What follows belongs to an exercise in optimizing a design on an open flow for small area, a short achievable clock period and few clock cycles; a production flow would make more cautious choices.
RTL that was checked went through simulation tests only; none was proved equivalent to the original.

==> flow/design.v (excerpt) <==
module cc_framer (
    input  wire        clk,
    input  wire        rst,
    input  wire        cmd_valid,
    output wire        cmd_ready,
    input  wire [1:0]  cmd_op,       
    input  wire [15:0] cmd_arg,      
    input  wire [31:0] cmd_time,     
    input  wire        in_valid,
    output reg         in_ready,
    input  wire [7:0]  in_data,
    output reg         out_valid,
    input  wire        out_ready,
    output wire [7:0]  out_data,
    output wire        out_last,
    output reg         resp_valid,
    input  wire        resp_ready,
    output reg         resp_err,
    output reg         resp_desync,
    output wire [15:0] resp_nout,
    output reg  [31:0] resp_desync_count
);
export LEC_CHECK = 0
export CAP_MARGIN = 20
export CORE_MARGIN = 2
export CORE_UTILIZATION = 40
export PLACE_DENSITY = 0.6
export SETUP_SLACK_MARGIN = 5
export SLEW_MARGIN = 20
create_clock -name core_clock -period 8.0 [get_ports {clk}]
run.sh (not shown) runs the stock make flow with config.mk's settings and CLKGATE_MAP_FILE= SYNTH_SCRIPT=/design/flow/synth_recipe.tcl, a recipe that flattens the netlist after the stock synthesis.
Then changed:
--- a/flow/design.v
+++ b/flow/design.v
@@ -81,66 +81,67 @@
     wire [F-1:0] ov_s = pop ? {1'b0, ov[F-1:1]} : ov;
     wire [F-1:0] ins;
     reg  [1:0] rph;                
     reg  [8:0] rneed;              
     reg  [6:0] frd;                
     reg  [6:0] fw;                 
     wire   r_ok   = (gar ? !empty : (frd != fw)) && h_tap;
     assign rd     = r_ok && !ov[F-1];
     wire   r_last = rph[1] && (rneed == 9'd1);
     reg        c_v;
     reg  [1:0] c_op;
     reg [15:0] c_arg;
+    reg        c_ok;               
     reg        c_to;               
+    reg [15:0] c_dl;               
+    reg        c_chk;              
+    reg        c_hto;              
     reg [15:0] maxdelay;
     reg        lock;
     reg [31:0] last_time;
     reg        last_valid;
     reg [15:0] rem;                
     reg        cur_des;            
     reg  [6:0] fr;                 
     reg [15:0] ncnt;               
     assign resp_nout = ncnt;
     reg  [8:0]    q [0:D-1];
     reg  [DB-1:0] q_wp, q_rp;
     reg  [DB:0]   q_n;
     wire          q_nf = (q_n != D);
     assign cmd_ready = !c_v;
     wire        acc     = cmd_valid && !c_v;
     wire [16:0] t_dl    = {1'b0, cmd_time[15:0]} - {1'b0, last_time[15:0]};
     wire        t_bl    = t_dl[16];
-    wire [17:0] t_lo    = {2'b0, cmd_time[15:0]} - {2'b0, last_time[15:0]}
-                          - {2'b0, maxdelay} - 18'd1;
-    wire        t_logt  = t_bl ? (t_lo[17:16] != 2'b10) : !t_lo[17];
     wire [15:0] t_x     = cmd_time[31:16] ^ last_time[31:16];
     wire [16:0] t_pa;              
     assign t_pa[0] = 1'b1;
     genvar gt;
     generate
         for (gt = 0; gt < 16; gt = gt + 1) begin : g_pa
             assign t_pa[gt+1] = t_pa[gt] & last_time[16+gt];
         end
     endgenerate
     wire        t_hz    = t_bl ? (t_x == t_pa[15:0]) : (t_x == 16'd0);
-    wire        a_to    = (maxdelay != 16'd0) && last_valid && (!t_hz || t_logt);
+    wire        a_chk   = (maxdelay != 16'd0) && last_valid;
     wire        c_feed  = (c_op == OP_FEED);
     wire        c_feedw = c_feed && (c_arg != 16'd0);
     wire        c_disc  = (c_op == OP_DISC) || (c_feed && c_to);
     assign wr = in_valid && in_ready;
     wire        w_comp  = fph[1] && (fneed == 9'd1);
     wire        w_c     = wr && w_comp;
     wire        fin     = wr && (rem == 16'd1);
-    wire        st_idle = (rem == 16'd0) && c_v && (q_nf || c_feedw) &&
+    wire        st_idle = (rem == 16'd0) && c_v && c_ok && (q_nf || c_feedw) &&
                           (!c_disc || frd == fw);
-    wire        start   = st_idle || (fin && c_v && c_feedw && !c_disc);
+    wire        start   = st_idle || (fin && c_v && c_ok && c_feedw && !c_disc);
     wire        st_feed = start && c_feed;
     wire        disc    = st_idle && c_disc;
     wire        push_st = st_idle && !c_feedw;
     wire        push    = fin || push_st;
     wire        st_err  = (c_op == OP_SETMD) && lock;
     wire        st_des  = c_feed && c_to && (fph != 2'd0);
     wire [8:0]  q_in    = fin ? {fw + {6'd0, w_c}, cur_des, 1'b0}
                               : {fw, st_des, st_err};
     wire [8:0]  q_hd    = q[q_rp];
     wire        f_pop   = pop && oe[0][8];
     wire [6:0]  fr_p1   = fr + 7'd1;
     wire [6:0]  fr_nx   = f_pop ? fr_p1 : fr;
@@ -155,24 +156,25 @@
     wire        nfull_n = wr1 ? (cnt != N - 1) : rd1 ? 1'b1 : (cnt != N);
     wire        wtap_n  = wr || (wp == M - 1);
     wire        remz_n  = st_feed ? (c_arg == 16'd0) : wr ? (rem == 16'd1) : (rem == 16'd0);
     wire        rem1_n  = st_feed ? (c_arg == 16'd1) : wr ? (rem == 16'd2) : (rem == 16'd1);
     wire [DB:0] q_n_n   = (push && !rel) ? q_n + 1'b1 :
                           (rel && !push) ? q_n - 1'b1 : q_n;
     wire        qnf_n   = (q_n < D - 1) || ((q_n == D - 1) && !push);
     wire        ir_n    = !remz_n && (!rem1_n || qnf_n) &&
                           (empty_n || (wtap_n && nfull_n));
     always @(posedge clk) begin
         if (rst) begin
             c_v        <= 1'b0;
+            c_ok       <= 1'b0;
             maxdelay   <= 16'd50;
             lock       <= 1'b0;
             last_time  <= 32'd0;
             last_valid <= 1'b0;
             rem        <= 16'd0;
             cur_des    <= 1'b0;
             fph        <= 2'd0;
             fneed      <= 9'd0;
             gar        <= 1'b0;
             fw         <= 7'd0;
             fr         <= 7'd0;
             ncnt       <= 16'd0;
@@ -189,32 +191,36 @@
             q_wp       <= {DB{1'b0}};
             q_rp       <= {DB{1'b0}};
             q_n        <= {(DB+1){1'b0}};
             resp_valid <= 1'b0;
             resp_err   <= 1'b0;
             resp_desync <= 1'b0;
             resp_desync_count <= 32'd0;
         end else begin
             if (acc) begin
                 c_v    <= 1'b1;
                 c_op   <= cmd_op;
                 c_arg  <= cmd_arg;
-                c_to   <= a_to;
+                c_dl   <= t_dl[15:0];
+                c_chk  <= a_chk;
+                c_hto  <= a_chk && !t_hz;
                 if (cmd_op == OP_FEED && maxdelay != 16'd0) begin
                     last_time  <= cmd_time;
                     last_valid <= 1'b1;
                 end
             end else if (start) begin
                 c_v    <= 1'b0;
             end
+            c_ok <= c_v && !acc;
+            c_to <= c_hto || (c_chk && (c_dl > maxdelay));
             if (wr) begin
                 rem <= rem - 16'd1;
                 if (w_comp) begin
                     fph  <= 2'd0;
                     fw   <= fw + 7'd1;
                 end else if (fph[1]) begin
                     fneed <= fneed - 9'd1;
                 end else begin
                     fph  <= fph + 2'd1;
                     fneed <= {1'b0, in_data} + 9'd3;
                 end
             end
The changed run completed without violations; die area stays flat; sequential share of layout area goes up by 0.83 points; via count is about the same; routed wire length goes up slightly; worst setup slack improves by 0.60 ns; cell count stays flat.
Function was not checked in any run of this note: the RTL went through the layout flow alone.


The RTL this note starts from:
==> flow/design.v <==
module cc_framer (
    input  wire        clk,
    input  wire        rst,
    input  wire        cmd_valid,
    output wire        cmd_ready,
    input  wire [1:0]  cmd_op,       
    input  wire [15:0] cmd_arg,      
    input  wire [31:0] cmd_time,     
    input  wire        in_valid,
    output reg         in_ready,
    input  wire [7:0]  in_data,
    output reg         out_valid,
    input  wire        out_ready,
    output wire [7:0]  out_data,
    output wire        out_last,
    output reg         resp_valid,
    input  wire        resp_ready,
    output reg         resp_err,
    output reg         resp_desync,
    output wire [15:0] resp_nout,
    output reg  [31:0] resp_desync_count
);
    localparam OP_FEED  = 2'd0;
    localparam OP_DISC  = 2'd1;
    localparam OP_SETMD = 2'd2;
    localparam N  = 260;           
    localparam M  = 20;            
    localparam K  = N / M;         
    localparam PB = 5;             
    localparam JB = 4;             
    localparam D  = 4;             
    localparam DB = 2;             
    localparam F  = 5;             
    reg  [8*N-1:0] ring;
    reg  [PB-1:0]  wp;             
    reg  [JB-1:0]  wj;             
    reg  [PB-1:0]  hp;             
    reg  [JB-1:0]  hj;             
    reg  [8:0]     cnt;            
    reg  [1:0]     fph;            
    reg  [8:0]     fneed;          
    wire           wr;             
    wire           rd;             
    reg            empty;          
    reg            cnt_1;          
    reg            cnt_f1;         
    reg            cnt_f;          
    wire           w_tap = (wp == {PB{1'b0}});
    wire           h_tap = (hp == {PB{1'b0}});
    reg  [7:0]     rbyte;          
    reg  [K-1:0]   wen;            
    genvar gj;
    generate
        for (gj = 0; gj < K; gj = gj + 1) begin : g_tap
            always @(posedge clk) begin
                ring[8*(gj*M)+7 -: 8] <= (in_valid && wen[gj]) ? in_data
                                         : ring[8*((gj*M+N-1)%N)+7 -: 8];
            end
            if (M > 1) begin : g_seg
                always @(posedge clk) begin
                    ring[8*(gj*M+M)-1 : 8*(gj*M+1)] <= ring[8*(gj*M+M-1)-1 : 8*(gj*M)];
                end
            end
        end
    endgenerate
    wire [JB-1:0]  hj_nt = (hp == M - 1) ? ((hj == K - 1) ? {JB{1'b0}} : hj + 1'b1) : hj;
    integer ij;
    always @(posedge clk) begin
        for (ij = 0; ij < K; ij = ij + 1)
            if (hj_nt == ij)
                rbyte <= ring[8*((ij*M+N-2)%N) +: 8];
    end
    reg  [F-1:0] ov;               
    reg  [8:0]   oe [0:F-1];       
    assign out_data  = oe[0][7:0];
    assign out_last  = oe[0][8];
    wire         pop = out_valid && out_ready;
    wire [F-1:0] ov_s = pop ? {1'b0, ov[F-1:1]} : ov;
    wire [F-1:0] ins;
    reg  [1:0] rph;                
    reg  [8:0] rneed;              
    reg  [5:0] frd;                
    reg  [5:0] fw;                 
    wire   r_ok   = (frd != fw) && h_tap;
    assign rd     = r_ok && !ov[F-1];
    wire   r_last = rph[1] && (rneed == 9'd1);
    reg        c_v;
    reg  [1:0] c_op;
    reg [15:0] c_arg;
    reg        c_ok;               
    reg        c_to;               
    reg [15:0] c_dl;               
    reg        c_chk;              
    reg        c_bl;               
    reg        c_eq0;              
    reg        c_eq1;              
    reg [15:0] maxdelay;
    reg        lock;
    reg [31:0] last_time;
    reg        last_valid;
    reg [15:0] rem;                
    reg        cur_des;            
    reg  [5:0] fr;                 
    reg [15:0] ncnt;               
    assign resp_nout = ncnt;
    reg  [7:0]    q [0:D-1];
    reg  [DB:0]   q_wp, q_rp;      
    wire [DB:0]   q_n  = q_wp - q_rp;
    wire          q_nz = (q_wp != q_rp);
    wire          q_nf = (q_n != D);
    assign cmd_ready = !c_v;
    wire        acc     = cmd_valid && !c_v;
    wire [16:0] t_dl    = {1'b0, cmd_time[15:0]} - {1'b0, last_time[15:0]};
    wire        t_bl    = t_dl[16];
    wire [15:0] t_x     = cmd_time[31:16] ^ last_time[31:16];
    wire [16:0] t_pa;              
    assign t_pa[0] = 1'b1;
    genvar gt;
    generate
        for (gt = 0; gt < 16; gt = gt + 1) begin : g_pa
            assign t_pa[gt+1] = t_pa[gt] & last_time[16+gt];
        end
    endgenerate
    wire        a_chk   = (maxdelay != 16'd0) && last_valid;
    wire        c_feed  = (c_op == OP_FEED);
    wire        c_feedw = c_feed && (c_arg != 16'd0);
    wire        c_disc  = (c_op == OP_DISC) || (c_feed && c_to);
    assign wr = in_valid && in_ready;
    wire        w_comp  = fph[1] && (fneed == 9'd1);
    wire        w_c     = wr && w_comp;
    wire        fin     = wr && (rem == 16'd1);
    wire        st_idle = (rem == 16'd0) && c_v && c_ok && (q_nf || c_feedw) &&
                          (!c_disc || frd == fw);
    wire        start   = st_idle || (fin && c_v && c_ok && c_feedw && !c_disc);
    wire        st_feed = start && c_feed;
    wire        disc    = st_idle && c_disc;
    wire        push_st = st_idle && !c_feedw;
    wire        push    = fin || push_st;
    wire        st_err  = (c_op == OP_SETMD) && lock;
    wire        st_des  = c_feed && c_to && (fph != 2'd0);
    wire [7:0]  q_in    = fin ? {fw + {5'd0, w_c}, cur_des, 1'b0}
                              : {fw, st_des, st_err};
    wire [7:0]  q_hd    = q[q_rp[DB-1:0]];
    wire        f_pop   = pop && oe[0][8];
    wire [5:0]  fr_p1   = fr + 6'd1;
    wire [5:0]  fr_nx   = f_pop ? fr_p1 : fr;
    wire        hd_eq0  = (fr == q_hd[7:2]);
    wire        hd_eq1  = (fr_p1 == q_hd[7:2]);
    wire        rfree   = !resp_valid || resp_ready;
    wire        rel     = q_nz && rfree &&
                          (hd_eq0 || (hd_eq1 && out_valid && oe[0][8] && out_ready));
    wire        wr1     = wr && !rd;
    wire        rd1     = rd && !wr;
    wire        empty_n = disc || (wr1 ? 1'b0 : rd1 ? cnt_1 : empty);
    wire        nfull_n = wr1 ? !cnt_f1 : rd1 ? 1'b1 : !cnt_f;
    wire [8:0]  cnt_n   = disc ? 9'd0 : wr1 ? cnt + 9'd1 : rd1 ? cnt - 9'd1 : cnt;
    wire        wtap_n  = wr || (wp == M - 1);
    wire        remz_n  = st_feed ? (c_arg == 16'd0) : wr ? (rem == 16'd1) : (rem == 16'd0);
    wire        rem1_n  = st_feed ? (c_arg == 16'd1) : wr ? (rem == 16'd2) : (rem == 16'd1);
    wire        qnf_n   = (q_n < D - 1) || ((q_n == D - 1) && !push);
    wire        ir_n    = !remz_n && (!rem1_n || qnf_n) &&
                          (empty_n || (wtap_n && nfull_n));
    wire [JB-1:0] wj_n  = (empty_n || (wr && empty)) ? {JB{1'b0}} :
                          (wr || wp != M - 1) ? wj :
                          (wj == K - 1) ? {JB{1'b0}} : wj + 1'b1;
    always @(posedge clk) begin
        if (rst) begin
            c_v        <= 1'b0;
            c_ok       <= 1'b0;
            maxdelay   <= 16'd50;
            lock       <= 1'b0;
            last_time  <= 32'd0;
            last_valid <= 1'b0;
            rem        <= 16'd0;
            cur_des    <= 1'b0;
            fph        <= 2'd0;
            fneed      <= 9'd0;
            fw         <= 6'd0;
            fr         <= 6'd0;
            ncnt       <= 16'd0;
            rph        <= 2'd0;
            rneed      <= 9'd0;
            frd        <= 6'd0;
            wp         <= {PB{1'b0}};
            wj         <= {JB{1'b0}};
            hp         <= {PB{1'b0}};
            hj         <= {JB{1'b0}};
            cnt        <= 9'd0;
            empty      <= 1'b1;
            cnt_1      <= 1'b0;
            cnt_f1     <= 1'b0;
            cnt_f      <= 1'b0;
            in_ready   <= 1'b0;
            wen        <= {K{1'b0}};
            out_valid  <= 1'b0;
            q_wp       <= {(DB+1){1'b0}};
            q_rp       <= {(DB+1){1'b0}};
            resp_valid <= 1'b0;
            resp_err   <= 1'b0;
            resp_desync <= 1'b0;
            resp_desync_count <= 32'd0;
        end else begin
            if (acc) begin
                c_v    <= 1'b1;
                c_op   <= cmd_op;
                c_arg  <= cmd_arg;
                c_dl   <= t_dl[15:0];
                c_chk  <= a_chk;
                c_bl   <= t_bl;
                c_eq0  <= (t_x == 16'd0);
                c_eq1  <= (t_x == t_pa[15:0]);
                if (cmd_op == OP_FEED && maxdelay != 16'd0) begin
                    last_time  <= cmd_time;
                    last_valid <= 1'b1;
                end
            end else if (start) begin
                c_v    <= 1'b0;
            end
            c_ok <= c_v && !acc;
            c_to <= c_chk && (!(c_bl ? c_eq1 : c_eq0) || (c_dl > maxdelay));
            if (wr) begin
                rem <= rem - 16'd1;
                if (w_comp) begin
                    fph  <= 2'd0;
                    fw   <= fw + 6'd1;
                end else if (fph[1]) begin
                    fneed <= fneed - 9'd1;
                end else begin
                    fph  <= fph + 2'd1;
                    fneed <= {1'b0, in_data} + 9'd3;
                end
            end
            if (start) begin
                case (c_op)
                OP_FEED: begin
                    lock    <= 1'b1;
                    rem     <= c_arg;
                    cur_des <= st_des;
                end
                OP_SETMD: begin
                    if (!lock)
                        maxdelay <= c_arg;
                end
                default: ;
                endcase
            end
            if (disc)
                fph <= 2'd0;
            if (wr && empty) begin
                wp <= {PB{1'b0}};
                wj <= {JB{1'b0}};
            end else if (!wr) begin
                if (wp == M - 1) begin
                    wp <= {PB{1'b0}};
                    wj <= (wj == K - 1) ? {JB{1'b0}} : wj + 1'b1;
                end else begin
                    wp <= wp + 1'b1;
                end
            end
            if (wr && empty) begin
                hp <= 1;
                hj <= {JB{1'b0}};
            end else if (!rd) begin
                if (hp == M - 1) begin
                    hp <= {PB{1'b0}};
                    hj <= (hj == K - 1) ? {JB{1'b0}} : hj + 1'b1;
                end else begin
                    hp <= hp + 1'b1;
                end
            end
            cnt    <= cnt_n;
            empty  <= (cnt_n == 9'd0);
            cnt_1  <= (cnt_n == 9'd1);
            cnt_f1 <= (cnt_n == N - 1);
            cnt_f  <= (cnt_n == N);
            in_ready <= ir_n;
            for (ij = 0; ij < K; ij = ij + 1)
                wen[ij] <= ir_n && (wj_n == ij);
            if (rd) begin
                if (r_last) begin
                    rph  <= 2'd0;
                    frd  <= frd + 6'd1;
                end else if (rph[1]) begin
                    rneed <= rneed - 9'd1;
                end else begin
                    rph  <= rph + 2'd1;
                    rneed <= {1'b0, rbyte} + 9'd3;
                end
            end
            fr <= fr_nx;
            out_valid <= (ov_s[0] || ins[0]) && !(rel || !rfree);
            if (push)
                q_wp <= q_wp + 1'b1;
            if (rel) begin
                q_rp <= q_rp + 1'b1;
                resp_valid  <= 1'b1;
                resp_err    <= q_hd[0];
                resp_desync <= q_hd[1];
                resp_desync_count <= resp_desync_count + {31'd0, q_hd[1]};
            end else if (resp_ready) begin
                resp_valid <= 1'b0;
            end
            if (resp_valid && resp_ready)
                ncnt <= 16'd0;
            else if (f_pop)
                ncnt <= ncnt + 16'd1;
        end
    end
    always @(posedge clk) begin
        if (push)
            q[q_wp[DB-1:0]] <= q_in;
    end
    genvar gi;
    generate
        for (gi = 0; gi < F; gi = gi + 1) begin : g_oq
            assign ins[gi] = rd && !ov_s[gi] && (gi == 0 || ov_s[(gi+F-1)%F]);
            always @(posedge clk) begin
                if (ins[gi])
                    oe[gi] <= {r_last, rbyte};
                else if (pop && gi < F - 1)
                    oe[gi] <= oe[(gi+1)%F];
                if (rst)
                    ov[gi] <= 1'b0;
                else
                    ov[gi] <= ov_s[gi] || ins[gi];
            end
        end
    endgenerate
endmodule
export LEC_CHECK = 0
export CAP_MARGIN = 20
export CORE_MARGIN = 2
export CORE_UTILIZATION = 60
export CTS_CLUSTER_DIAMETER = 100
export CTS_CLUSTER_SIZE = 30
export PLACE_DENSITY = 0.75
export SETUP_SLACK_MARGIN = 5
export SLEW_MARGIN = 20
create_clock -name core_clock -period 8.0 [get_ports {clk}]
The starting point produced a clean layout.
Testbench counts at the start, summed over its fixed seeds: cycles 137,058.
Change:
--- a/flow/design.v
+++ b/flow/design.v
@@ -31,5 +31,5 @@
     localparam D  = 4;             
     localparam DB = 2;             
-    localparam F  = 5;             
+    localparam F  = 4;             
     reg  [8*N-1:0] ring;
     reg  [PB-1:0]  wp;             
@@ -83,5 +83,5 @@
     reg  [5:0] fw;                 
     wire   r_ok   = (frd != fw) && h_tap;
-    assign rd     = r_ok && !ov[F-1];
+    assign rd     = r_ok && (!ov[F-1] || pop);
     wire   r_last = rph[1] && (rneed == 9'd1);
     reg        c_v;
Outcome: Core utilization is lower by 0.65 points; count of clock-buffer cells in the layout shrinks by 2; routed wire length is lower by 1.3%; global-route usage is higher by 0.19 points; worst setup slack is better by 0.071 ns; fmax is higher by 2.3%; final area drops by 1.5%; die area goes down by 1.1%; final cell count goes down by 2.1%; synthesized area went down by 1.1%.
Testbench counts after the change, summed over its fixed seeds: cycles 137,058.

-- static timing again, ports no longer ideal --
The results above use ideal ports. As a check the final layouts listed here were re-extracted and re-timed, cells and wires unchanged.
Step 1, drivers: a clkbuf_16 drives clk and a buf_2 each remaining input, both assumed.
Step 2 adds t to the input delays and takes it off the output delays; t is the mean of the earliest and latest rising clock arrival at the registers after step 1. Input paths then give back, and output paths get back, about the clock's delay inside the block.
a / b / c = no drivers / after step 1 / after step 2; a / b = the first two.
run	t (ns)	slack for setup (ns)	hold WS [ns]	worst setup path at the end	worst data-port slew with drivers (ns)
the first run of note 1	0.883	3.965 / 3.981 / 3.097	0.249 / 0.249 / 0.249	input to register	0.14
the second run of note 1	0.875	4.566 / 4.589 / 3.714	0.308 / 0.308 / 0.308	input to register	0.11
the first run of note 2	0.751	4.884 / 4.877 / 4.126	0.304 / 0.304 / 0.304	input to register	0.12
the second run of note 2	0.771	4.956 / 4.912 / 4.188	0.318 / 0.318 / 0.318	input to register	0.12
After both steps setup and hold are still met in every run listed. For the first run of note 1, which loses most, drivers alone change the setup slack by +0.016 ns; drivers and shift together by -0.868 ns.
